What follows belongs to an exercise in optimizing a design on an open flow for small area, a short achievable clock period and few clock cycles per item; a production flow would make more cautious choices. Function was checked by simulation only, so behaviour that the tests miss may differ from the original. Power figures rest on the tool's default switching activity, not on a simulated workload.

==> flow/run.sh <==
#!/bin/bash
# synth_recipe.tcl (not shown) runs the flow's synth.tcl, then flattens the netlist and writes it again
# the make line also repeats each setting of config.mk as NAME=value (left out here)
make -C /OpenROAD-flow-scripts/flow DESIGN_CONFIG=/design/flow/config.mk WORK_HOME=/design/flow/orfs CLKGATE_MAP_FILE= SYNTH_SCRIPT=/design/flow/synth_recipe.tcl finish
==> flow/config.mk <==
export PLATFORM = sky130hd
export DESIGN_NAME = rle_plane_enc
export DESIGN_NICKNAME = rle_plane_enc
export VERILOG_FILES = /design/flow/design.v
export SDC_FILE = /design/flow/constraint.sdc
export NUM_CORES = 4
export LEC_CHECK = 0
export ABC_CLOCK_PERIOD_IN_PS = 2500
export CAP_MARGIN = 20
export CORE_MARGIN = 2
export CORE_UTILIZATION = 40
export SLEW_MARGIN = 20
==> flow/constraint.sdc <==
create_clock -name core_clock -period 10.0 [get_ports {clk}]
set_input_delay 2.0000 -clock core_clock [delete_from_list [all_inputs] [get_ports {clk}]]
set_output_delay 2.0000 -clock core_clock [all_outputs]
set_load 0.01 [all_outputs]
==> flow/design.v <==
module rle_plane_enc (
    input  wire       clk,
    input  wire       rst,
    input  wire       in_valid,
    output reg        in_ready,
    input  wire [7:0] in_data,
    input  wire       in_last,
    output reg        out_valid,
    input  wire       out_ready,
    output reg  [7:0] out_data,
    output reg        out_last
);
    localparam integer N  = 132;    
    localparam integer PW = 8;      
    localparam integer M  = 8;      
    localparam [1:0] T_DEAD = 2'd0, T_LIT = 2'd1, T_RUN = 2'd2, T_RUNL = 2'd3;
    reg [7:0] wd0, wd1, wd2, wd3, wd4;
    reg       wl0, wl1, wl2, wl3, wl4;
    reg       we0, we1, we2, we3, we4;
    reg [4:0] wv;                
    reg [7:0] lastb;             
    wire acc = in_valid && in_ready;
    wire in_eq = (in_data == lastb);
    reg [7:0] sval;       
    reg [6:0] scnt;       
    reg       sc0, sc124, sc125, sc126, sc127;    
    reg       srun;       
    reg [6:0] lcnt;       
    reg       lone;       
    reg       cont;       
    localparam integer FD = 4;
    reg [8:0] hq [0:FD-1];
    reg [1:0] hq_wp, hq_rp;
    reg [2:0] hq_n;
    wire hq_full  = (hq_n == FD);
    wire hq_empty = (hq_n == 0);
    reg [10*N-1:0] ring;
    reg [PW-1:0]   ptr;         
    reg [PW-1:0]   dy;          
    reg [M-1:0]    dyo;         
    reg            pey;         
    reg            fa;          
    reg            clr;         
    wire [1:0] tap_tag = ring[10*N-1 -: 2];
    wire [7:0] tap_dat = ring[10*N-3 -: 8];
    wire [1:0] n2_tag  = ring[10*(N-1)-1 -: 2];
    reg [7:0] lrem;       
    reg       lz, l1;     
    reg       shortf;     
    reg       vdone;      
    reg       eopc;       
    localparam integer OQ = 3;
    reg [8:0] oq [0:OQ-1];
    reg [1:0] oq_wp, oq_rp;
    reg [1:0] oq_n;
    reg       can_out;    
    wire la_ok = wv[3] || (wv[0] && wl0) || (wv[1] && wl1) || (wv[2] && wl2);
    wire e_ok  = wv[0] && la_ok;
    wire eq01 = we1;
    wire eq02 = we1 && we2;
    wire eq03 = we1 && we2 && we3;
    wire new_str = sc0 || !we0 || sc127;
    wire run_start = new_str && !wl0 && !wl1 && !wl2 && eq01 && eq02 && eq03;
    wire is_run = new_str ? run_start : srun;
    wire is_lit = !is_run;
    wire [6:0] c1 = scnt + 7'd1;                  
    wire b1 = !wl0 && eq01 && !sc126;             
    wire b2 = b1 && !wl1 && eq02 && !sc125;
    wire end1 = b1 && (wl1 || sc125 || !eq02);
    wire end2 = b2 && (wl2 || sc124 || !eq03);
    wire run_cont = !new_str && srun;
    wire rq_val = run_cont && end1;
    wire rq_hdr = run_cont && end2;
    wire rq_lit = is_lit;
    wire rq_any = rq_lit || rq_val || rq_hdr;
    wire [7:0] lcnt1 = {1'b0, lcnt} + 8'd1;
    wire lone1  = (lcnt == 7'd0) ? !cont : (lone && !new_str);
    wire lclose = rq_lit && (wl0 || lcnt1 == 8'd128);
    wire rclose = run_start && (lcnt != 7'd0);
    wire push   = lclose || rclose;
    wire [7:0] hdr_l = (lone1 && lcnt1 >= 8'd2) ? (8'd128 + lcnt1) : lcnt1;
    wire [7:0] hdr_r = (lone && lcnt >= 7'd2) ? (8'd128 + {1'b0, lcnt}) : {1'b0, lcnt};
    wire [8:0] push_ent = rclose ? {hdr_r, 1'b0} : {hdr_l, wl0};
    wire sos = (lcnt == 7'd0);
    wire [7:0] w_dat = rq_hdr ? (8'd128 + {1'b0, c1} + 8'd2) : wd0;
    wire [1:0] w_tag = rq_lit ? T_LIT : (rq_val && wl1) ? T_RUNL : T_RUN;
    wire tap_live = (tap_tag != T_DEAD) && !clr;
    wire is_head  = tap_live && fa;
    wire head_lit = (tap_tag == T_LIT);
    wire lit_ok   = !lz;
    wire take_drop = is_head && head_lit && lit_ok && vdone;
    wire take_out  = is_head && can_out && (head_lit ? (lit_ok && !vdone) : 1'b1);
    wire consume   = take_drop || take_out;
    wire skip      = is_head && !consume;
    wire fa_next = fa ? (skip ? pey : 1'b1) : pey;
    wire slot0_free = fa && (!tap_live || consume);
    reg  near_free;                  
    integer j;
    always @(*) begin
        near_free = 1'b0;
        for (j = 1; j < M; j = j + 1)
            if (dyo[j] && ring[10*(j-1)+9 -: 2] == T_DEAD)
                near_free = 1'b1;
        near_free = near_free && !clr;
    end
    wire lit_next = rq_lit && !sos;
    wire wr_ok = lit_next ? (dyo[0] ? slot0_free : near_free)
                          : (slot0_free && (!rq_lit || !dyo[0]));
    wire adv   = e_ok && (!rq_any || wr_ok) && (!push || !hq_full);
    wire write = adv && rq_any;
    wire [M-1:0] wsel = lit_next ? dyo : {{(M-1){1'b0}}, 1'b1};
    wire [8:0] hq_head = hq[hq_rp];
    wire hdr_go = !clr && lz && !consume && can_out && !hq_empty &&
                  (n2_tag == T_LIT) && fa_next;
    wire [7:0] hh = hq_head[8:1];
    wire h_short = hh[7] && (hh[6:0] != 7'd0);
    wire       opush = take_out || hdr_go;
    wire [7:0] odat  = hdr_go ? hh : tap_dat;
    wire       olast = hdr_go ? 1'b0 :
                       head_lit ? (eopc && (shortf || l1)) :
                       (tap_tag == T_RUNL);
    reg [10*N-1:0] ring_n;
    integer i;
    always @(*) begin
        ring_n = {ring[10*(N-1)-1:0],
                  {((clr || consume) ? T_DEAD : tap_tag), tap_dat}};
        for (i = 0; i < M; i = i + 1)
            if (write && wsel[i])
                ring_n[10*i+9 -: 10] = {w_tag, w_dat};
    end
    wire [5:0] wvx = {1'b0, wv};
    wire [4:0] ld;
    genvar g;
    generate for (g = 0; g < 5; g = g + 1) begin : gld
        if (g == 0)
            assign ld[g] = acc && (adv ? (wvx[0] && !wvx[1]) : !wvx[0]);
        else
            assign ld[g] = acc && (adv ? (wvx[g] && !wvx[g+1]) : (wvx[g-1] && !wvx[g]));
    end endgenerate
    wire [4:0] wv_n = (adv ? {1'b0, wv[4:1]} : wv) | ld;
    wire out_pop  = out_valid && out_ready;
    wire out_room = !out_valid || out_ready;      
    wire oq_empty = (oq_n == 2'd0);
    wire o_load_q = out_room && !oq_empty;
    wire o_load_d = out_room && oq_empty && opush;
    wire oq_push  = opush && !o_load_d;
    wire [1:0] oq_n_n = oq_n + {1'b0, oq_push} - {1'b0, o_load_q};
    always @(posedge clk) begin
        if (ld[0]) begin wd0 <= in_data; wl0 <= in_last; we0 <= in_eq; end
        else if (adv) begin wd0 <= wd1; wl0 <= wl1; we0 <= we1; end
        if (ld[1]) begin wd1 <= in_data; wl1 <= in_last; we1 <= in_eq; end
        else if (adv) begin wd1 <= wd2; wl1 <= wl2; we1 <= we2; end
        if (ld[2]) begin wd2 <= in_data; wl2 <= in_last; we2 <= in_eq; end
        else if (adv) begin wd2 <= wd3; wl2 <= wl3; we2 <= we3; end
        if (ld[3]) begin wd3 <= in_data; wl3 <= in_last; we3 <= in_eq; end
        else if (adv) begin wd3 <= wd4; wl3 <= wl4; we3 <= we4; end
        if (ld[4]) begin wd4 <= in_data; wl4 <= in_last; we4 <= in_eq; end
        if (acc) lastb <= in_data;
        ring <= ring_n;
        if (adv && push) hq[hq_wp] <= push_ent;
        if (oq_push) oq[oq_wp] <= {olast, odat};
        if (o_load_q) begin
            out_data <= oq[oq_rp][7:0];
            out_last <= oq[oq_rp][8];
        end else if (o_load_d) begin
            out_data <= odat;
            out_last <= olast;
        end
        if (rst) begin
            wv       <= 5'd0;
            sc0      <= 1'b1;
            sc124    <= 1'b0;
            sc125    <= 1'b0;
            sc126    <= 1'b0;
            sc127    <= 1'b0;
            dyo      <= {{(M-1){1'b0}}, 1'b1};
            pey      <= 1'b0;
            lz       <= 1'b1;
            l1       <= 1'b0;
            in_ready <= 1'b0;
            scnt     <= 7'd0;
            srun     <= 1'b0;
            lcnt     <= 7'd0;
            lone     <= 1'b0;
            cont     <= 1'b0;
            hq_wp    <= 2'd0;
            hq_rp    <= 2'd0;
            hq_n     <= 3'd0;
            ptr      <= {PW{1'b0}};
            dy       <= {PW{1'b0}};
            fa       <= 1'b1;
            clr      <= 1'b1;
            lrem     <= 8'd0;
            shortf   <= 1'b0;
            vdone    <= 1'b0;
            eopc     <= 1'b0;
            out_valid <= 1'b0;
            oq_wp    <= 2'd0;
            oq_rp    <= 2'd0;
            oq_n     <= 2'd0;
            can_out  <= 1'b0;
        end else begin
            wv       <= wv_n;
            in_ready <= !wv_n[4];
            if (adv) begin
                sval <= wd0;
                scnt <= wl0 ? 7'd0 : (new_str ? 7'd1 : c1);
                sc0   <= wl0;
                sc124 <= !wl0 && !new_str && (c1 == 7'd124);
                sc125 <= !wl0 && !new_str && (c1 == 7'd125);
                sc126 <= !wl0 && !new_str && (c1 == 7'd126);
                sc127 <= !wl0 && !new_str && (c1 == 7'd127);
                srun <= is_run;
                if (rq_lit) begin
                    if (lclose) begin
                        lcnt <= 7'd0;
                        cont <= !wl0;
                    end else begin
                        lcnt <= lcnt1[6:0];
                        lone <= lone1;
                    end
                end else if (run_start) begin
                    lcnt <= 7'd0;
                    cont <= 1'b0;
                end else if (wl0) begin
                    cont <= 1'b0;
                end
            end
            if (adv && push) hq_wp <= hq_wp + 2'd1;
            if (hdr_go) hq_rp <= hq_rp + 2'd1;
            hq_n <= hq_n + {2'b0, adv && push} - {2'b0, hdr_go};
            ptr <= (ptr == N-1) ? {PW{1'b0}} : ptr + 1'b1;
            if (ptr == N-1) clr <= 1'b0;
            if (write && wsel[0]) begin
                dy  <= {PW{1'b0}};
                dyo <= {{(M-1){1'b0}}, 1'b1};
                pey <= 1'b0;
            end else if (!write) begin
                dy  <= pey ? {PW{1'b0}} : dy + 1'b1;
                dyo <= {dyo[M-2:0], pey};
                pey <= (dy == N-2);
            end
            fa  <= fa_next;
            if (hdr_go) begin
                lrem   <= h_short ? {6'd0, hh[1:0]} : hh;
                lz     <= 1'b0;
                l1     <= !h_short && (hh == 8'd1);
                shortf <= h_short;
                vdone  <= 1'b0;
                eopc   <= hq_head[0];
            end else if (consume && head_lit) begin
                lrem  <= lrem - 8'd1;
                lz    <= l1;
                l1    <= (lrem == 8'd2);
                vdone <= shortf && (lrem != 8'd1);
            end
            if (out_room) out_valid <= o_load_q || o_load_d;
            if (oq_push) oq_wp <= (oq_wp == OQ-1) ? 2'd0 : oq_wp + 2'd1;
            if (o_load_q) oq_rp <= (oq_rp == OQ-1) ? 2'd0 : oq_rp + 2'd1;
            oq_n    <= oq_n_n;
            can_out <= (oq_n_n != OQ);
        end
    end
endmodule
==> impl_metrics.ini, run 1 <==
[status]
outcome = timing/DRC/antenna clean

[worst_setup_path]
cp_cell_sequence = inv_1 -> ha_1 -> or3b_1 -> or2_1 -> nor3b_2 -> a2111o_1 -> nand2_1 -> o41ai_4 -> mux2_2
worstPathArrival_ps = 5500
critical-path-top-delay-family = simple AND/OR/NAND/NOR gates
worst_setup_path_end_kind = flop
r2r_cells = 9
cp_data_required_time_ps = 10460
cp-start-kind = flop
critPathKind = reg -> reg
path_max_fanout = 30
cp.depth = 9
critPathMaxStageDelay_ps = 1010
slowest_stage = o41ai_4
critPathBufInv = 1

[sta]
worst_slew_pin_slew_ps = 1120
hold_viol_final = 0
drv_slew = 0
rsz0062_at_grt = false
post-route-period-util_pct = 50.4
relSlewSlack_pct = 25.1
fmax_mhz = 198
finalSetupTns_ps = 0
min_period_ps = 5040
fin_skew_ps = 19.0
hold_ws_ps = 314
setup_viol = 0

[synthesis]
ys_seq_area_share_pct = 86.0
yosys_register_bits = 1537
synth_fa_ha_area_share_pct = 0.858
yosys.area.top_type = dfxtp_1
synthTopCellsByArea = dfxtp_1 75%, edfxtp_1 10%, mux2_2 3.1%
async_flop_share_pct = 0
synth-edff-count = 130
netlist_instances = 2284
syn_area_mm2 = 0.0373
synth_top_family_by_area = simple AND/OR/NAND/NOR gates
synth_ff_type = dfxtp_1
synth-compound-area-share_pct = 2.55
synth.avg_cell_area_um2 = 16.3
ys_types = 74
synth_fp_nets = 2322
synthSimpleGateAreaFrac_pct = 4.44
synth_xor_area_share_pct = 1.08
yosys_warnings = 1
muxShareOfSynthArea_pct = 4.29
synth_top_cell_area_share_pct = 75.5

[clock_network]
cts_num_sinks = 1537
cts_max_level = 4
clkLatencyLatePin_ps = 720
cts_root_buf = clkbuf_16
cts_resized = 0
clk_pin_slew_worst_paths_ps = 60
cts_tree = yes
postCtsHoldBufs = 0
clock_path_buffers = 3
post-cts-setup-buffers = 0
cts_made_buffers = 140

[hold_path]
holdPathStages = 0
min-delay-path-class = reg -> reg

[layout]
syn2layout_area_growth_pct = 17.2
n_antenna_cell = 0
fill_cells = 7807
design_area_mm2 = 0.0437
largest_reg_flops = 1320
fin_nets = 2445
drive_above_1_share_pct = 14.5
top_register = ring
reg_top3 = ring x1320, hq x36, oq x27
multiInputGateArea_mm2 = 0.00498
ff_latch_area_mm2 = 0.0321

[floorplan]
placementRows = 112
die_w_um = 309
io_pins = 24
coreArea_mm2 = 0.0929
initial_core_util_pct = 40.2
dieArea_mm2 = 0.0957
die_y_um = 309

[route]
num_vias = 15916
routed_wl_mm = 49.0
vias_per_cell = 4.22
firstDrtPassIters = 5
wl_per_cell_um = 13.0
drtAntennaViolNets = 0
initialDrtViolationCount = 1008
drc = 0

[pwr]
total_power_mw = 11.9
powerDensity_mw_per_mm2 = 272
power.internal_mw = 9.50
power.share.switching_pct = 20.0
sequentialPowerShare_pct = 53.4
clkPwrFrac_pct = 45.0
share_comb_of_total_power_pct = 1.7
power.leakage_nw = 16.9
ir_drop_uv = 168
p_sw_mw = 2.38

[placement]
place_area_mm2 = 0.0390
port_buffers = 23
place.gp.congestion = 0.793
dp_hpwl_mm = 27.1

[grt]
grt_util_all_layers_pct = 10.6
grt_start_max_net_pins = 57
top_usage_layer = met2
antenna_found_initial = 0
use_met2_pct = 15.2
grt_use_met1_pct = 14.6
grt_pass1_vias = 16370
met3_usage_pct = 3.10
grt_pass1_wl_mm = 83.0
grt-ovfl-total = 0

[flow_run]
drv_cap = 0
-- power groups by stage --
stage / sequential [mW] / clock [mW] / combinational, mW
after floorplan: 6.46 / 0 / 0.134
after global placement: 6.48 / 0 / 0.190
after detailed placement: 6.48 / 0 / 0.198
after CTS: 6.34 / 5.50 / 0.198
after global routing: 6.35 / 5.75 / 0.221
final: 6.34 / 5.34 / 0.196
-- cells by family (layout without fill, tap and decap cells) --
logic type,count (synthesis),after routing
fa+ha+maj,25,25
buf+inv,71,306
mux,134,134
xor+xnor,46,46
flops,1537,1537
simple gates,322,322
compound gates,149,149
-- final cells by class --
type                    instances  share of cell area [%]
multi-input cells             676                    11.4
flip-flops and latches       1537                    73.3
well taps                    1254                    3.59
clock inverters                61                    1.89
clock buffers                 193                    9.00
repair buffers                 27                   0.584
inverters                      25                   0.215
-- metal layers --
metal  share of wire [%]  vias up  wire length (µm)
met3                 4.8      136              2370
met2                  42      297             20600
li1                    -     7881                 -
met1                  50     7602             24400
met4                 3.1        0              1540
met5                   0        -                 0
-- cell usage after synthesis (9+ instances only) --
library cell and count:
inv_1 23, and3_1 13, nor3_1 23, and2_1 11, nand3_1 36, nand2b_1 11, ha_1 24, nand2_1 81
xor2_1 16, buf_2 12, nand4_1 17, edfxtp_1 130, nor2_1 77, xnor2_1 30, o21ai_0 28, clkbuf_1 26
mux2_2 103, mux4_2 9, mux2_1 10, mux2i_1 11, a21oi_1 56, dfxtp_1 1407
-- layout by cell type, fill, tap and decap left out, types with 23 or more instances in the layout --
cell type,n
clkbuf_16,142
ha_1,24
o21ai_0,28
nor2_1,77
inv_1,23
edfxtp_1,130
nor3_1,23
clkinv_2,26
clkbuf_1,31
xnor2_1,30
nand2_1,81
a21oi_1,55
mux2_2,103
dfxtp_1,1407
nand3_1,36
-- path summary, 6_finish.rpt --
path                                  from          to  slack (ps)
worst max-delay path               lcnt[1]      wd3[3]        4960
worst min-delay path            ring[1202]  ring[1212]         310
worst max register to register     lcnt[1]      wd3[3]        4960
worst min register to register  ring[1202]  ring[1212]         310
-- metrics by stage --
stage / utilization [%] / setup slack (ps) / std cells
2_1_floorplan: - / 5620 / 2284
3_3_place_gp: 41.9 / 4550 / 3519
3_5_place_dp: 41.9 / 4470 / 3519
4_1_cts: 47.1 / 4450 / 3773
5_1_grt: 47.1 / 4470 / 3773
6_report: 47.1 / 4960 / 3773
Testbench counts, summed over its fixed seeds: cycles 56,567, bytes 55,362.
==> inputs of run 2 (changes only) <==
--- a/flow/config.mk
+++ b/flow/config.mk
@@ -5,7 +5,6 @@
 export SDC_FILE = /design/flow/constraint.sdc
 export NUM_CORES = 4
 export LEC_CHECK = 0
-export ABC_CLOCK_PERIOD_IN_PS = 2500
 export CAP_MARGIN = 20
 export CORE_MARGIN = 2
 export CORE_UTILIZATION = 40
==> impl_metrics.ini, run 2 <==
[synthesis]
synthTopCellsByArea = dfxtp_1 75%, edfxtp_1 10%, mux2_2 3.1%
yosys_register_bits = 1537
async_flop_share_pct = 0
synth-edff-count = 130
synth_ff_type = dfxtp_1
synth.avg_cell_area_um2 = 16.3
ys_types = 74
ys_seq_area_share_pct = 86.0
synth.most_common_cell = dfxtp_1
synth_common_cells = 1407 x dfxtp_1, 130 x edfxtp_1, 103 x mux2_2
syn_area_mm2 = 0.0373
synth_fp_nets = 2322
yosys.area.top_type = dfxtp_1
netlist_instances = 2284
synth_top_cell_area_share_pct = 75.5
yosys_warnings = 1

[worst_setup_path]
cp_data_required_time_ps = 10460
slowest_stage = o41ai_4
critPathMaxStageDelay_ps = 1010
cp_cell_sequence = inv_1 -> ha_1 -> or3b_1 -> or2_1 -> nor3b_2 -> a2111o_1 -> nand2_1 -> o41ai_4 -> mux2_2
critPathKind = reg -> reg
cp-start-kind = flop
worstPathArrival_ps = 5500
critical-path-top-delay-family = simple AND/OR/NAND/NOR gates
critPathBufInv = 1
worst_setup_path_end_kind = flop
path_max_fanout = 30

[sta]
finalSetupTns_ps = 0
hold_viol_final = 0
worst_slew_pin_slew_ps = 1120
rsz0062_at_grt = false
relSlewSlack_pct = 25.1
post-route-period-util_pct = 50.4
fin_skew_ps = 19.0
setup_viol = 0
drv_slew = 0
fmax_mhz = 198
min_period_ps = 5040

[clock_network]
cts_max_level = 4
clk_pin_slew_worst_paths_ps = 60
cts_tree = yes
postCtsHoldBufs = 0
cts_made_buffers = 140
post-cts-setup-buffers = 0
cts_root_buf = clkbuf_16
clkLatencyLatePin_ps = 720
cts_resized = 0
clock_path_buffers = 3
cts_num_sinks = 1537

[layout]
top_register = ring
n_antenna_cell = 0
mostFrequentLayoutCell = dfxtp_1
final_cell_mix = 1407 x dfxtp_1, 142 x clkbuf_16, 130 x edfxtp_1
fin_nets = 2445
multiInputGateArea_mm2 = 0.00498
fill_cells = 7807
ff_latch_area_mm2 = 0.0321
final-instance-count-excl-fill = 3773
largest_reg_flops = 1320
reg_top3 = ring x1320, hq x36, oq x27
drive_above_1_share_pct = 14.5
syn2layout_area_growth_pct = 17.2

[grt]
grt_pass1_wl_mm = 83.0
antenna_found_initial = 0
grt_util_all_layers_pct = 10.6
grt_pass1_vias = 16370
grt-ovfl-total = 0
grt_start_max_net_pins = 57

[route]
wl_per_cell_um = 13.0
firstDrtPassIters = 5
drtAntennaViolNets = 0
initialDrtViolationCount = 1008
vias_per_cell = 4.22
drc = 0
routed_wl_mm = 49.0
num_vias = 15916

[floorplan]
placementRows = 112
coreArea_mm2 = 0.0929
initial_core_util_pct = 40.2
die_y_um = 309
io_pins = 24
die_w_um = 309
dieArea_mm2 = 0.0957

[pwr]
ir_drop_uv = 168
total_power_mw = 11.9
powerDensity_mw_per_mm2 = 272
power.leakage_nw = 16.9

[placement]
port_buffers = 23
place.gp.congestion = 0.793
dp_hpwl_mm = 27.1
dp.cells = 3519

[flow_run]
drv_cap = 0

[status]
outcome = timing/DRC/antenna clean

[hold_path]
min-delay-path-class = reg -> reg
==> run 2: power by group <==
group | leakage, nW | total [mW] | internal, mW | switching (mW)
Clock | 2.35 | 5.34 | 3.12 | 2.22
Combinational | 2.02 | 0.196 | 0.0870 | 0.109
Sequential | 12.6 | 6.34 | 6.29 | 0.0470
Total | 16.9 | 11.9 | 9.50 | 2.38
==> run 2: worst reg2reg max path, stage by stage, from the launching register on <==
cell and delay [ps]:
dfxtp_1 470, inv_1 120, ha_1 210, or3b_1 170, or2_1 220, nor3b_2 600, a2111o_1 740, nand2_1 830
o41ai_4 1010, mux2_2 430
==> run 2: through the flow <==
step           utilization [%]  hold WS, ps  setup slack [ps]  cell area, µm²
2_1_floorplan                -          310              5620           37300
3_3_place_gp              41.9          311              4550           38900
3_5_place_dp              41.9          312              4470           39000
4_1_cts                   47.1          314              4450           43700
5_1_grt                   47.1          317              4470           43700
6_report                  47.1          314              4960           43700
==> run 2: final timing paths <==
kind              start    endpoint  slack [ps]  cells after the start
max             lcnt[1]      wd3[3]        4960                      9
min          ring[1202]  ring[1212]         310                      0
max reg2reg     lcnt[1]      wd3[3]        4960                      9
min reg2reg  ring[1202]  ring[1212]         310                      0
==> run 2: area by class of cell <==
type                    instances  share of cell area, %
repair buffers                 27                  0.584
multi-input cells             676                   11.4
clock buffers                 193                   9.00
well taps                    1254                   3.59
inverters                      25                  0.215
clock inverters                61                   1.89
flip-flops and latches       1537                   73.3
==> run 2: cells by family after synthesis <==
logic type / after synthesis / share of synthesized area (%)
xor+xnor: 46 / 1.08
mux: 134 / 4.29
simple gates: 322 / 4.44
buf+inv: 71 / 0.835
fa+ha+maj: 25 / 0.858
flops: 1537 / 86.0
compound gates: 149 / 2.55
==> run 2: per-layer routing <==
layer / vias to the layer above / track usage, % / wire length [µm]
met3: 136 / 3.10 / 2370
met2: 297 / 15.2 / 20600
met4: 0 / 5.31 / 1540
met1: 7602 / 14.6 / 24400
li1: 7881 / - / -
met5: - / 0 / 0
==> inputs of run 3 (changes only) <==
--- a/flow/config.mk
+++ b/flow/config.mk
@@ -8,4 +8,5 @@
 export CAP_MARGIN = 20
 export CORE_MARGIN = 2
 export CORE_UTILIZATION = 40
+export SETUP_SLACK_MARGIN = 5
 export SLEW_MARGIN = 20
==> impl_metrics.ini, run 3 <==
[status]
outcome = timing/DRC/antenna clean

[synthesis]
synth_ff_type = dfxtp_1
syn_area_mm2 = 0.0373
ys_seq_area_share_pct = 86.0
yosys.area.top_type = dfxtp_1
synth_top_cell_area_share_pct = 75.5
ys_types = 74
netlist_instances = 2284
synth_fp_nets = 2322
synth-edff-count = 130
synth_common_cells = 1407 x dfxtp_1, 130 x edfxtp_1, 103 x mux2_2
async_flop_share_pct = 0
synth.avg_cell_area_um2 = 16.3
yosys_warnings = 1
synth.most_common_cell = dfxtp_1
synthTopCellsByArea = dfxtp_1 75%, edfxtp_1 10%, mux2_2 3.1%
yosys_register_bits = 1537

[worst_setup_path]
critPathBufInv = 3
slowest_stage = o211ai_1
cp_cell_sequence = and3b_1 -> o22ai_1 -> a21oi_1 -> o211ai_1 -> clkinvlp_4 -> ha_1 -> inv_1 -> ha_1 -> inv_1 -> fa_1 -> xor2_1 -> xnor2_1 -> nor2_1
cp_data_required_time_ps = 10580
worst_setup_path_end_kind = flop
critical-path-top-delay-family = compound AO/OA/AOI/OAI gates
cp-start-kind = flop
critPathMaxStageDelay_ps = 970
path_max_fanout = 25
critPathKind = reg -> reg
worstPathArrival_ps = 5280

[clock_network]
clk_pin_slew_worst_paths_ps = 60
postCtsHoldBufs = 0
cts_root_buf = clkbuf_16
cts_num_sinks = 1537
clkLatencyLatePin_ps = 720
cts_max_level = 4
cts_made_buffers = 140
clock_path_buffers = 3
cts_tree = yes

[floorplan]
die_w_um = 309
coreArea_mm2 = 0.0929
initial_core_util_pct = 40.2
die_y_um = 309
dieArea_mm2 = 0.0957
placementRows = 112
io_pins = 24

[grt]
antenna_found_initial = 0
grt_pass1_vias = 16392
grt_util_all_layers_pct = 10.6
grt_start_max_net_pins = 57
grt_pass1_wl_mm = 82.9
grt-ovfl-total = 0

[layout]
fin_nets = 2446
mostFrequentLayoutCell = dfxtp_1
largest_reg_flops = 1320
reg_top3 = ring x1320, hq x36, oq x27
n_antenna_cell = 0
top_register = ring
final_cell_mix = 1407 x dfxtp_1, 142 x clkbuf_16, 130 x edfxtp_1
drive_above_1_share_pct = 14.6
syn2layout_area_growth_pct = 17.3
final_core_util_pct = 47.1
final-instance-count-excl-fill = 3774
fill_cells = 7803
design_area_mm2 = 0.0438

[placement]
dp_hpwl_mm = 27.1
port_buffers = 23
place.gp.congestion = 0.793
place_area_mm2 = 0.0390
dp.cells = 3519
pre_cts_ws_ps = 4470

[route]
initialDrtViolationCount = 1034
vias_per_cell = 4.22
drc = 0
firstDrtPassIters = 5
drtAntennaViolNets = 0
routed_wl_mm = 48.8
num_vias = 15938
wl_per_cell_um = 12.9

[sta]
worst_slew_pin_slew_ps = 1210
rsz0062_at_grt = true
fmax_mhz = 213
min_period_ps = 4690
finalSetupTns_ps = 0
fin_skew_ps = 20.5
worst_slack_ps = 5310
drv_slew = 0
relSlewSlack_pct = 18.7
hold_ws_ps = 314
hold_viol_final = 0
post-route-period-util_pct = 46.9
setup_viol = 0

[hold_path]
min-delay-path-class = reg -> reg

[flow_run]
drv_cap = 0

[pwr]
ir_drop_uv = 168
power.leakage_nw = 16.9
total_power_mw = 11.9
powerDensity_mw_per_mm2 = 271
[run 3: layout make-up]
cell class / instances / area [µm²] / share of cell area, %
clock inverters: 61 / 827 / 1.89
repair buffers: 28 / 275 / 0.629
well taps: 1254 / 1570 / 3.59
flip-flops and latches: 1537 / 32100 / 73.3
clock buffers: 193 / 3940 / 9.00
inverters: 25 / 97.6 / 0.223
multi-input cells: 676 / 4980 / 11.4
[run 3: logic make-up (layout without fill, tap and decap cells)]
group	after synthesis	count (layout)	share of synthesized area, %
fa+ha+maj	25	25	0.858
flops	1537	1537	86.0
mux	134	134	4.29
simple gates	322	322	4.44
buf+inv	71	307	0.835
compound gates	149	149	2.55
xor+xnor	46	46	1.08
[run 3: worst paths after layout]
kind | from | end | depth (start not counted) | slack (ps)
worst max register to register | ring[1319] | hq_n[2] | 13 | 5310
worst min-delay path | ring[1202] | ring[1212] | 0 | 310
worst max-delay path | ring[1319] | hq_n[2] | 13 | 5310
worst min register to register | ring[1202] | ring[1212] | 0 | 310
[run 3: routing by layer]
layer  global-route usage (%)  share of wire [%]  wire, µm
met1                     14.6                 50     24400
met2                     15.2                 42     20600
met3                     3.10                4.7      2320
met4                     5.35                3.2      1580
met5                        0                  0         0
[run 3: what timing repair did]
item / in CTS / in global routing
endpoints found under the hold margin: 0 / 0
setup endpoints to repair: 22 / 11
pin swaps: 0 / 1
buffers inserted: 0 / 1
gates resized for setup: 3 / 1
[run 3: power by group]
group	switching, mW	total [mW]	leakage (nW)	internal [mW]
clock	2.22	5.34	2.35	3.12
sequential	0.0467	6.34	12.6	6.29
combinational	0.109	0.196	2.02	0.0870
total	2.38	11.9	16.9	9.50
==> inputs of run 4 (changes only) <==
==> flow/flow/run.sh (new file) <==
#!/bin/bash
# Standard ORFS layout (the standard.sh, standard synthesis unchanged),
# with timing repair aiming for 7 ns of setup slack at the 10 ns clock.
set -euo pipefail
bash standard.sh SETUP_SLACK_MARGIN=7 finish > flow.log 2>&1
==> flow/standard.sh (new file) <==
#!/bin/bash
# synth_recipe.tcl (not shown) runs the flow's synth.tcl, then flattens the netlist and writes it again
# the make line also repeats each setting of config.mk as NAME=value (left out here)
make -C /OpenROAD-flow-scripts/flow DESIGN_CONFIG=/design/flow/config.mk WORK_HOME=/design/flow/orfs CLKGATE_MAP_FILE= SYNTH_SCRIPT=/design/flow/synth_recipe.tcl "${@:-finish}"
--- a/flow/config.mk
+++ b/flow/config.mk
@@ -8,5 +8,4 @@
 export CAP_MARGIN = 20
 export CORE_MARGIN = 2
 export CORE_UTILIZATION = 40
-export SETUP_SLACK_MARGIN = 5
 export SLEW_MARGIN = 20
removed: flow/run.sh
==> impl_metrics.ini, run 4 <==
[placement]
place.gp.congestion = 0.815
port_buffers = 23
place_area_mm2 = 0.0393
dp.cells = 3523
dp_hpwl_mm = 29.2

[floorplan]
io_pins = 24
placementRows = 112
die_y_um = 309
coreArea_mm2 = 0.0929
die_w_um = 309
dieArea_mm2 = 0.0957
initial_core_util_pct = 40.2

[synthesis]
synthTopCellsByArea = dfxtp_1 75%, edfxtp_1 10%, mux2_2 3.1%
synth.avg_cell_area_um2 = 16.3
synth-edff-count = 130
synth_common_cells = 1407 x dfxtp_1, 130 x edfxtp_1, 103 x mux2_2
netlist_instances = 2284
synth_ff_type = dfxtp_1
synth.most_common_cell = dfxtp_1
synth_fp_nets = 2322
syn_area_mm2 = 0.0373
ys_types = 74
async_flop_share_pct = 0
yosys_warnings = 1
yosys_register_bits = 1537
yosys.area.top_type = dfxtp_1
ys_seq_area_share_pct = 86.0
synth_top_cell_area_share_pct = 75.5

[layout]
multiInputGateArea_mm2 = 0.00597
drive_above_1_share_pct = 20.9
syn2layout_area_growth_pct = 22.4
fill_cells = 7651
mostFrequentLayoutCell = dfxtp_1
final_cell_mix = 1403 x dfxtp_1, 146 x clkbuf_16, 130 x edfxtp_1
ff_latch_area_mm2 = 0.0321
reg_top3 = ring x1320, hq x36, oq x27
top_register = ring
design_area_mm2 = 0.0457
fin_nets = 2546
largest_reg_flops = 1320
n_antenna_cell = 0
final_core_util_pct = 49.1
final-instance-count-excl-fill = 3875

[worst_setup_path]
slowest_stage = edfxtp_1
critPathMaxStageDelay_ps = 440
worst_setup_path_end_kind = output pin
reg2reg_to = hq_n[2]
worstPathArrival_ps = 1310
cp_data_required_time_ps = 8000
cp-start-kind = flop
cp_cell_sequence = buf_6
crit-reg2reg-launch = lcnt[1]
r2r_cells = 16
path_max_fanout = 1
critPathKind = reg -> out
cp.depth = 1
ff2ff_setup_slack_ps = 6710
critPathBufInv = 1
critical-path-top-delay-family = flip-flops

[route]
num_vias = 16508
drtAntennaViolNets = 0
vias_per_cell = 4.26
wl_met3_mm = 2.34
drc = 0
topRoutingLayerUsed = met4
wl_met1_mm = 27.2
initialDrtViolationCount = 985
wl_per_cell_um = 14.4
firstDrtPassIters = 6
wl_met2_mm = 24.4
routed_wl_mm = 55.8

[clock_network]
cts_max_level = 4
postCtsHoldBufs = 0
cts_num_sinks = 1537
cts_root_buf = clkbuf_16
clock_path_buffers = 3
cts_tree = yes
clkLatencyLatePin_ps = 730
cts_made_buffers = 139
clk_pin_slew_worst_paths_ps = 60

[sta]
fmax_mhz = 302
setup_viol = 0
rsz0062_at_grt = true
drv_slew = 0
min_period_ps = 3310
worst_slew_pin_slew_ps = 871
hold_viol_final = 0
finalSetupTns_ps = 0
fin_skew_ps = 28.1
post-route-period-util_pct = 33.1
relSlewSlack_pct = 41.5

[hold_path]
hold_start = ring[1174]
min-delay-path-class = reg -> reg
holdPathStages = 0
whs_endpoint = ring[1184]

[pwr]
clkPwrFrac_pct = 44.4
total_power_mw = 11.9
sequentialPowerShare_pct = 53.3
power.internal_mw = 9.51
p_sw_mw = 2.39
ir_drop_uv = 179
share_comb_of_total_power_pct = 2.3
power.share.switching_pct = 20.1
powerDensity_mw_per_mm2 = 261
power.leakage_nw = 17.9

[grt]
antenna_found_initial = 0
grt_start_max_net_pins = 57
grt_pass1_vias = 16932
grt_pass1_wl_mm = 89.4
grt-ovfl-total = 0
grt_util_all_layers_pct = 11.8

[flow_run]
drv_cap = 0

[status]
outcome = timing/DRC/antenna clean
## run 4: repair_timing
action                     4_1_cts  5_1_grt
gates cloned                    13        5
buffers inserted                59       21
resized for setup              154       70
pin swaps                       17       14
setup endpoints to repair      288      216
## run 4: worst max-delay path by stage
stage	from	to	slack, ps
after CTS	out_last	out_last	6590
after floorplan	out_ready	can_out	6590
after global placement	lcnt[1]	wd3[7]	5530
after detailed placement	wl0	wd3[7]	5370
after global routing	out_last	out_last	6620
final	out_last	out_last	6690
## run 4: per-stage QoR
stage | hold slack, ps | setup WS [ps]
final | 313 | 6690
after global routing | 303 | 6620
after CTS | 301 | 6590
after detailed placement | 312 | 5370
after global placement | 309 | 5530
after floorplan | 310 | 6590
## run 4: power groups by stage
stage,Sequential (mW),Combinational [mW],Clock [mW]
after global placement,6.48,0.223,0
after floorplan,6.46,0.163,0
after detailed placement,6.48,0.225,0
after global routing,6.35,0.297,5.69
final,6.35,0.272,5.28
after CTS,6.35,0.261,5.43
## run 4: cell families after synthesis
logic type	synth area share [%]
AOI/OAI and AO/OA	2.55
xor gates and xnor gates	1.08
adders and majority gates	0.858
buffers and inverters	0.835
DFF	86.0
muxes	4.29
and+or+nand+nor	4.44
## run 4: cell type report
class                      count  share of cell area, %
sequential                  1537                   70.3
tap                         1254                   3.44
multi-input combinational    689                   13.1
timing repair buffer         116                   2.56
clock buffer                 201                   9.13
clock inverter                53                   1.26
inverter                      25                  0.269
## run 4: layer usage
layer  track usage, %  vias to the layer above
li1                 -                     8099
met1             15.9                     7936
met2             17.5                      325
met3             2.91                      148
met4             6.11                        0
met5                0                        -

## separate check: timing with driven ports
Ports are ideal in the flow. The routed layouts listed here were re-timed in OpenROAD. Step 1 sets driving cells, clkbuf_16 on the clock port and buf_2 on the other inputs (assumed; they add their load-dependent delay and slew). Step 2 moves the port delays by t, midway between the first and last clock arrival at a register: inputs arrive t later, outputs are due t later. That takes back most of the time a late clock gives input paths. Three values: ideal ports, drivers, drivers and shift; two values: the first two.
run	t (ns)	setup WS [ns]	clock arrival spread, ns
run 1	0.772	4.957 / 4.957 / 4.957	0.025 / 0.025
run 2	0.772	4.957 / 4.957 / 4.957	0.025 / 0.025
run 3	0.772	5.307 / 5.307 / 5.307	0.025 / 0.025
run 4	0.780	6.687 / 6.621 / 6.117	0.031 / 0.031
After both steps setup and hold are still met in every run listed. For run 4, which loses most, drivers alone change the setup slack by -0.066 ns; drivers and shift together by -0.570 ns.
